What follows belongs to an exercise in optimizing a design on an open flow for small area, a short achievable clock period and few clock cycles; a production flow would make more cautious choices.
Only simulation tests tie the RTL to the original design; equivalence was not proved.
No activity file was given, so power comes from the tool's default toggle rates.

==> flow/design.v <==
module sbse (
    input  wire        clk,
    input  wire        rst,
    input  wire        go,
    input  wire [19:0] start,
    input  wire [19:0] stop,
    output wire        ready,
    output wire        done,
    output reg         err,
    output reg  [19:0] count,
    output reg  [39:0] sum
);
    localparam SEGW     = 256;           
    localparam SPTW     = 342;           
    localparam STOP_MAX = 20'hFFFF9;     
    localparam S_IDLE     = 4'd0,
               S_CHECK    = 4'd1,
               S_SQRT     = 4'd2,
               S_ORC_INIT = 4'd3,
               S_ORC_NEXT = 4'd4,
               S_ORC_MARK = 4'd5,
               S_SEG_INIT = 4'd6,
               S_SEG_NEXT = 4'd7,
               S_SEG_DIV  = 4'd8,
               S_SEG_SEEK = 4'd9,
               S_SEG_MARK = 4'd10,
               S_RED      = 4'd11,
               S_DONE     = 4'd12,
               S_RANGE    = 4'd13;
    reg [3:0]  state;
    reg [19:0] r_start, r_stop;
    reg [18:0] jlo, jhi;           
    reg [18:0] st_div3, sp_div3;   
    reg [9:0]  root;               
    reg [3:0]  sq_bit;
    reg [8:0]  q;                  
    reg [9:0]  mi;
    reg [1:0]  mk;
    reg [11:0] mt;
    reg [20:0] mc;
    reg [20:0] mj;
    reg [11:0] mij;
    reg [SPTW-1:0] spt;            
    reg [SEGW-1:0] sb;             
    reg [18:0] j0;                 
    reg [8:0]  red_l;              
    reg [18:0] dnum;
    reg [11:0] drem;
    reg [4:0]  dcnt;
    function [20:0] wval;          
        input [18:0] i;
        begin
            wval = 3 * {2'b00, i} + 21'd1 + {20'd0, i[0]};
        end
    endfunction
    wire [1:0]  nx_k  = 2'd3 - mk;
    wire [20:0] nx_c  = mc + 4 * nx_k * mi;
    wire [11:0] nx_t  = mt + 4 * nx_k;
    wire [11:0] nx_ij = 2 * mi * (2'd3 - nx_k) + 12'd1;
    wire [18:0] seg_hi = j0 + SEGW - 1;
    wire [18:0] jlo_a   = (wval(st_div3) < {1'b0, r_start}) ? st_div3 + 1 : st_div3;
    wire [18:0] jlo_c   = (jlo_a == 19'd0) ? 19'd1 : jlo_a;
    wire [18:0] jhi_c   = (wval(sp_div3) > {1'b0, r_stop}) ? sp_div3 - 1 : sp_div3;
    wire [19:0] sq_try  = {10'd0, root | (10'd1 << sq_bit)};
    wire [19:0] sq_sq   = sq_try[9:0] * sq_try[9:0];
    wire [18:0] red_abs = j0 + {10'd0, red_l};
    wire [18:0] seg_off = mj[18:0] - j0;
    wire [12:0] dtry = {drem, dnum[18]} ;
    wire        dge  = dtry >= {1'b0, mt};
    assign ready = (state == S_IDLE) || (state == S_DONE);
    assign done  = (state == S_DONE);
    always @(posedge clk) begin
        if (rst) begin
            state <= S_IDLE;
            err   <= 1'b0;
            count <= 20'd0;
            sum   <= 40'd0;
        end else begin
            case (state)
            S_IDLE, S_DONE: begin
                if (go) begin
                    r_start <= start;
                    r_stop  <= stop;
                    state   <= S_CHECK;
                end
            end
            S_CHECK: begin
                err     <= 1'b0;
                count   <= 20'd0;
                sum     <= 40'd0;
                st_div3 <= r_start / 3;
                sp_div3 <= r_stop / 3;
                if (r_start == 20'd0 || r_start > r_stop || r_stop > STOP_MAX) begin
                    err   <= 1'b1;
                    state <= S_DONE;
                end else begin
                    count <= ((r_start <= 2 && r_stop >= 2) ? 20'd1 : 20'd0)
                           + ((r_start <= 3 && r_stop >= 3) ? 20'd1 : 20'd0);
                    sum   <= ((r_start <= 2 && r_stop >= 2) ? 40'd2 : 40'd0)
                           + ((r_start <= 3 && r_stop >= 3) ? 40'd3 : 40'd0);
                    state <= S_RANGE;
                end
            end
            S_RANGE: begin
                jlo    <= jlo_c;
                jhi    <= jhi_c;
                root   <= 10'd0;
                sq_bit <= 4'd9;
                if (jhi_c < jlo_c)
                    state <= S_DONE;
                else
                    state <= S_SQRT;
            end
            S_SQRT: begin
                if (sq_sq <= r_stop)
                    root <= sq_try[9:0];
                if (sq_bit == 4'd0)
                    state <= S_ORC_INIT;
                else
                    sq_bit <= sq_bit - 4'd1;
            end
            S_ORC_INIT: begin
                q     <= root / 3;
                spt   <= {{(SPTW-1){1'b1}}, 1'b0};
                mi    <= 10'd1;
                mc    <= 21'd0;
                mk    <= 2'd1;
                mt    <= 12'd2;
                state <= S_ORC_NEXT;
            end
            S_ORC_NEXT: begin
                if ({1'b0, mi} > {2'b00, q} || nx_c > {12'd0, q}) begin
                    j0    <= jlo;
                    state <= S_SEG_INIT;
                end else begin
                    mk  <= nx_k;
                    mc  <= nx_c;
                    mt  <= nx_t;
                    mj  <= nx_c;
                    mij <= nx_ij;
                    mi  <= mi + 10'd1;
                    if (spt[mi])
                        state <= S_ORC_MARK;
                end
            end
            S_ORC_MARK: begin
                if (mj <= {12'd0, q}) begin
                    spt[mj] <= 1'b0;
                    mj      <= mj + {9'd0, mij};
                    mij     <= mt - mij;
                end else begin
                    state <= S_ORC_NEXT;
                end
            end
            S_SEG_INIT: begin
                sb    <= {SEGW{1'b1}};
                mi    <= 10'd1;
                mc    <= 21'd0;
                mk    <= 2'd1;
                mt    <= 12'd2;
                state <= S_SEG_NEXT;
            end
            S_SEG_NEXT: begin
                if ({1'b0, mi} > {2'b00, q} || nx_c > {2'b00, seg_hi}) begin
                    red_l <= 9'd0;
                    state <= S_RED;
                end else begin
                    mk  <= nx_k;
                    mc  <= nx_c;
                    mt  <= nx_t;
                    mj  <= nx_c;
                    mij <= nx_ij;
                    mi  <= mi + 10'd1;
                    if (spt[mi]) begin
                        if (nx_c < {2'b00, j0}) begin
                            dnum  <= j0 - 19'd1 - nx_c[18:0];
                            drem  <= 12'd0;
                            dcnt  <= 5'd0;
                            state <= S_SEG_DIV;
                        end else begin
                            state <= S_SEG_MARK;
                        end
                    end
                end
            end
            S_SEG_DIV: begin
                dnum <= {dnum[17:0], 1'b0};
                drem <= dge ? (dtry - {1'b0, mt}) : dtry[11:0];
                dcnt <= dcnt + 5'd1;
                if (dcnt == 5'd18)
                    state <= S_SEG_SEEK;
            end
            S_SEG_SEEK: begin
                if ({2'b00, j0} - 21'd1 - {9'd0, drem} + {9'd0, mij} < {2'b00, j0}) begin
                    mj  <= {2'b00, j0} - 21'd1 - {9'd0, drem} + {9'd0, mij} + {9'd0, mt - mij};
                    mij <= mij;
                end else begin
                    mj  <= {2'b00, j0} - 21'd1 - {9'd0, drem} + {9'd0, mij};
                    mij <= mt - mij;
                end
                state <= S_SEG_MARK;
            end
            S_SEG_MARK: begin
                if (mj <= {2'b00, seg_hi}) begin
                    sb[seg_off[7:0]] <= 1'b0;
                    mj  <= mj + {9'd0, mij};
                    mij <= mt - mij;
                end else begin
                    state <= S_SEG_NEXT;
                end
            end
            S_RED: begin
                if (red_abs <= jhi && sb[red_l[7:0]]) begin
                    count <= count + 20'd1;
                    sum   <= sum + {19'd0, wval(red_abs)};
                end
                if (red_l == SEGW - 1 || red_abs >= jhi) begin
                    if (red_abs >= jhi) begin
                        state <= S_DONE;
                    end else begin
                        j0    <= j0 + SEGW;
                        state <= S_SEG_INIT;
                    end
                end else begin
                    red_l <= red_l + 9'd1;
                end
            end
            default: state <= S_IDLE;
            endcase
        end
    end
endmodule
==> flow/run.sh <==
#!/bin/bash
# synth_recipe.tcl (not shown) runs the flow's synth.tcl, then flattens the netlist and writes it again
# the make line also repeats each setting of config.mk as NAME=value (left out here)
make -C /OpenROAD-flow-scripts/flow DESIGN_CONFIG=/design/flow/config.mk WORK_HOME=/design/flow/orfs CLKGATE_MAP_FILE= SYNTH_SCRIPT=/design/flow/synth_recipe.tcl finish
==> flow/config.mk <==
export PLATFORM = sky130hd
export DESIGN_NAME = sbse
export DESIGN_NICKNAME = sbse
export VERILOG_FILES = /design/flow/design.v
export SDC_FILE = /design/flow/constraint.sdc
export NUM_CORES = 4
export LEC_CHECK = 0
export CAP_MARGIN = 20
export CORE_MARGIN = 2
export CORE_UTILIZATION = 40
export PLACE_DENSITY = 0.6
export SLEW_MARGIN = 20
==> flow/constraint.sdc <==
create_clock -name core_clock -period 12.0 [get_ports {clk}]
set_input_delay 2.4000 -clock core_clock [delete_from_list [all_inputs] [get_ports {clk}]]
set_output_delay 2.4000 -clock core_clock [all_outputs]
set_load 0.01 [all_outputs]
==> summary.txt <==
[registers in the layout, summed over array words and instances, names as in the netlist, 4 cells and up]
| name | cells |
|---|---|
| spt | 342 |
| sb | 256 |
| sum | 40 |
| mj | 21 |
| count | 20 |
| r_start | 20 |
| r_stop | 20 |
| dnum | 19 |
| j0 | 19 |
| jhi | 19 |
| jlo | 19 |
| mc | 19 |
| sp_div3 | 19 |
| st_div3 | 19 |
| drem | 12 |
| mij | 11 |
| mi | 10 |
| mt | 10 |
| root | 10 |
| q | 9 |
| red_l | 9 |
| dcnt | 5 |
| sq_bit | 4 |
| state | 4 |
[power by group]
group	total, mW	internal [mW]	switching [mW]	leakage, nW
logic	6.81	2.62	4.19	16.4
clock network	3.35	1.90	1.45	1.71
registers	4.20	3.90	0.302	7.16
[layout make-up]
class | count | area, um2 | area share
clock buffer | 134 | 2830 | 0.0384
clock inverter | 67 | 726 | 0.00986
inverter | 435 | 1640 | 0.0222
multi-input combinational | 5045 | 36500 | 0.495
sequential | 939 | 27500 | 0.374
tap | 2204 | 2760 | 0.0375
timing repair buffer | 173 | 1650 | 0.0224
[per-stage QoR]
step                setup slack [ps]  hold slack (ps)
floorplan                        787              491
global placement                3390              464
detailed placement              3320              466
CTS                             3290              476
global route                    2320              500
finish                          3220              474
[tightest hold or removal path, cell delays in order, from the launching register on]
cell	delay, ps
edfxtp_1	320
nand2_1	40
o21ai_0	50
[cells by family after synthesis]
kind of cell,after synthesis,synth area share
DFF,939,0.412
AOI/OAI and AO/OA,1620,0.145
buffers and inverters,772,0.0440
adders and majority gates,646,0.129
muxes,245,0.0732
xor gates and xnor gates,387,0.0509
and+or+nand+nor,2147,0.145
[cell usage after synthesis (12+ instances only)]
master / n
nand2b_1: 49
nor2b_1: 78
nor2_1: 461
nand3_1: 140
or3_1: 40
mux2i_1: 43
ha_1: 574
o21a_1: 57
o21bai_1: 50
and2_1: 51
nor3b_1: 18
fa_1: 72
nor3_1: 99
dfxtp_1: 65
nand2_1: 981
a21oi_1: 292
inv_1: 421
nand4_1: 71
xor2_1: 124
o22ai_1: 20
o221ai_1: 25
buf_2: 13
or2_2: 22
a21o_1: 87
and4_1: 12
and3_1: 46
edfxtp_1: 874
a21boi_0: 29
nor4_1: 33
o211ai_1: 24
a31oi_1: 27
buf_1: 27
o21ai_0: 814
clkbuf_1: 291
o31ai_1: 25
mux4_2: 193
xnor2_1: 262
a211oi_1: 37
[metal layers]
layer,vias to the layer above,GRT usage,wire length (um)
li1,24384,-,-
met1,25272,0.304,83600
met2,1690,0.333,83700
met3,271,0.0274,11100
met4,0,0.0606,5050
met5,-,0,0
[path summary, 6_finish.rpt]
kind / slack, ps / end / start
setup / recovery: 3220 / state[1] / sp_div3[2]
hold / removal: 470 / j0[18] / jlo[18]
setup reg to reg: 3220 / state[1] / sp_div3[2]
hold reg to reg: 470 / j0[18] / jlo[18]
==> impl_metrics.py <==
metrics = {
    "setup_path": {
        "critPathMaxStageDelay_ps": 580,
        "path_depth": 43,
        "startpoint_type": "flop",
        "path_buf_inv": 3,
        "reg2reg_depth": 43,
        "crit_path_max_fanout": 11,
        "critPathSlowestCell": "or4b_2",
        "cp.required_ps": 12590,
        "cpMostUsedCell": "o21ai_0",
        "worst_ep_arrival_time_ps": 9360,
        "cp_top_family": "compound AO/OA/AOI/OAI gates",
        "critPathCaptureType": "flop",
        "crit_type": "reg -> reg",
    },
    "job": {
        "cap_viol_max_count": 0,
    },
    "cells_and_area": {
        "design_area_mm2": 0.0736,
        "antenna_cells": 0,
        "num-fill-cells": 15725,
        "layout_common_cells": "nand2_1, edfxtp_1, o21ai_0",
        "drive_gt1_frac": 0.0754,
        "final_cells": 8997,
        "area_growth_pct": 10.1,
        "utilization": 0.442,
        "nets": 7390,
        "final_common_cell": "nand2_1",
    },
    "global_route": {
        "grt_overflow": 0,
        "grt_max_degree": 235,
        "grt.total_usage": 0.212,
        "antenna_found_initial": 4,
        "grt_first_pass_wirelength_um": 287000,
        "grt_pass1_vias": 49869,
    },
    "clocking": {
        "cts-root-buf": "clkbuf_16",
        "cts_hold_buffers": 0,
        "clock_latency_ps": 780,
        "cts_sinks": 939,
        "htree_levels": 3,
        "cts-resized-gates": 0,
        "cts_tree": "yes",
        "post_cts_buffers": 0,
        "cts_buffer_depth": 3,
        "clkTransAtPathRegs_ps": 70,
        "cts_inserted_buffers": 107,
    },
    "logic_synthesis": {
        "synth_edf_count": 874,
        "synth_top_area_cell": "edfxtp_1",
        "ys_seq_area_frac": 0.412,
        "syn_avg_cell_area_um2": 9.89,
        "synth_warnings": 1,
        "synth_ff_type": "edfxtp_1",
        "synth_cell_types": 99,
        "syn_area_mm2": 0.0668,
        "async_flop_share": 0,
        "synth_top_area_frac": 0.393,
        "syn_nets": 7445,
        "yosys-top-cells-area": "edfxtp_1, ha_1, mux4_2",
        "synth-seq-cells": 939,
        "netlist_instances": 6756,
    },
    "timing": {
        "fin_skew_ps": 68.7,
        "fin_crit_sh": 0.731,
        "hold_violations": 0,
        "slew-limit-headroom": 0.205,
        "tightest_slew_ps": 1190,
        "tns_ps": 0,
        "fmax_mhz": 114,
        "drv_slew": 0,
        "min_period_ps": 8780,
        "setup_violations": 0,
        "rsz0062_at_grt": "false",
    },
    "detailed_routing": {
        "wl_per_cell_um": 20.4,
        "antenna_left": 0,
        "drc": 0,
        "vias": 51617,
        "first_iter_violations": 5381,
        "dr.pass1.iters": 6,
        "vias_per_cell": 5.74,
        "wl_um": 183000,
    },
    "placed_design": {
        "hpwl_um": 129000,
        "place_inst": 8795,
        "port_buffers": 105,
        "gp_congestion": 0.926,
        "dpl_cell_area_mm2": 0.0700,
    },
    "min_path": {
        "hold_depth": 2,
        "hp-class": "reg -> reg",
    },
    "floorplanning": {
        "dieArea_mm2": 0.170,
        "initial_utilization": 0.401,
        "die_w_um": 413,
        "fp.dieH_um": 413,
        "row_count": 150,
        "core-area_mm2": 0.166,
        "ioPinCount": 106,
    },
    "power": {
        "power.density_mw_per_mm2": 195,
        "power_mw": 14.4,
        "power_leakage_nw": 25.2,
        "peakVddDrop_v": 0.000184,
    },
    "status": {
        "status": "complete, no violations",
    },
}
Testbench counts, summed over its fixed seeds: cycles 831,935.

static timing again, ports no longer ideal:
The results above use ideal ports. As a check the final layout listed here was re-extracted and re-timed, cells and wires unchanged. Step 1 assumes that a clkbuf_16 drives the clock port and a buf_2 every other input. Step 2 times the ports against the registers' clock, not the clock port: input delays grow and output delays shrink by t, the midpoint of the rising clock arrivals with the driver on. Three values: ideal ports, drivers, drivers and shift; two values: the first two.
shift t [ns]: 0.835
setup slack, ns: 3.224 / 3.224 / 3.224
worst register clock-pin slew, ns: 0.07 / 0.07
cell pins on the clock port's net: 1
After both steps setup and hold are still met in this run. The setup slack of this run moves by 0.000 ns with the drivers and by 0.000 ns with both steps.
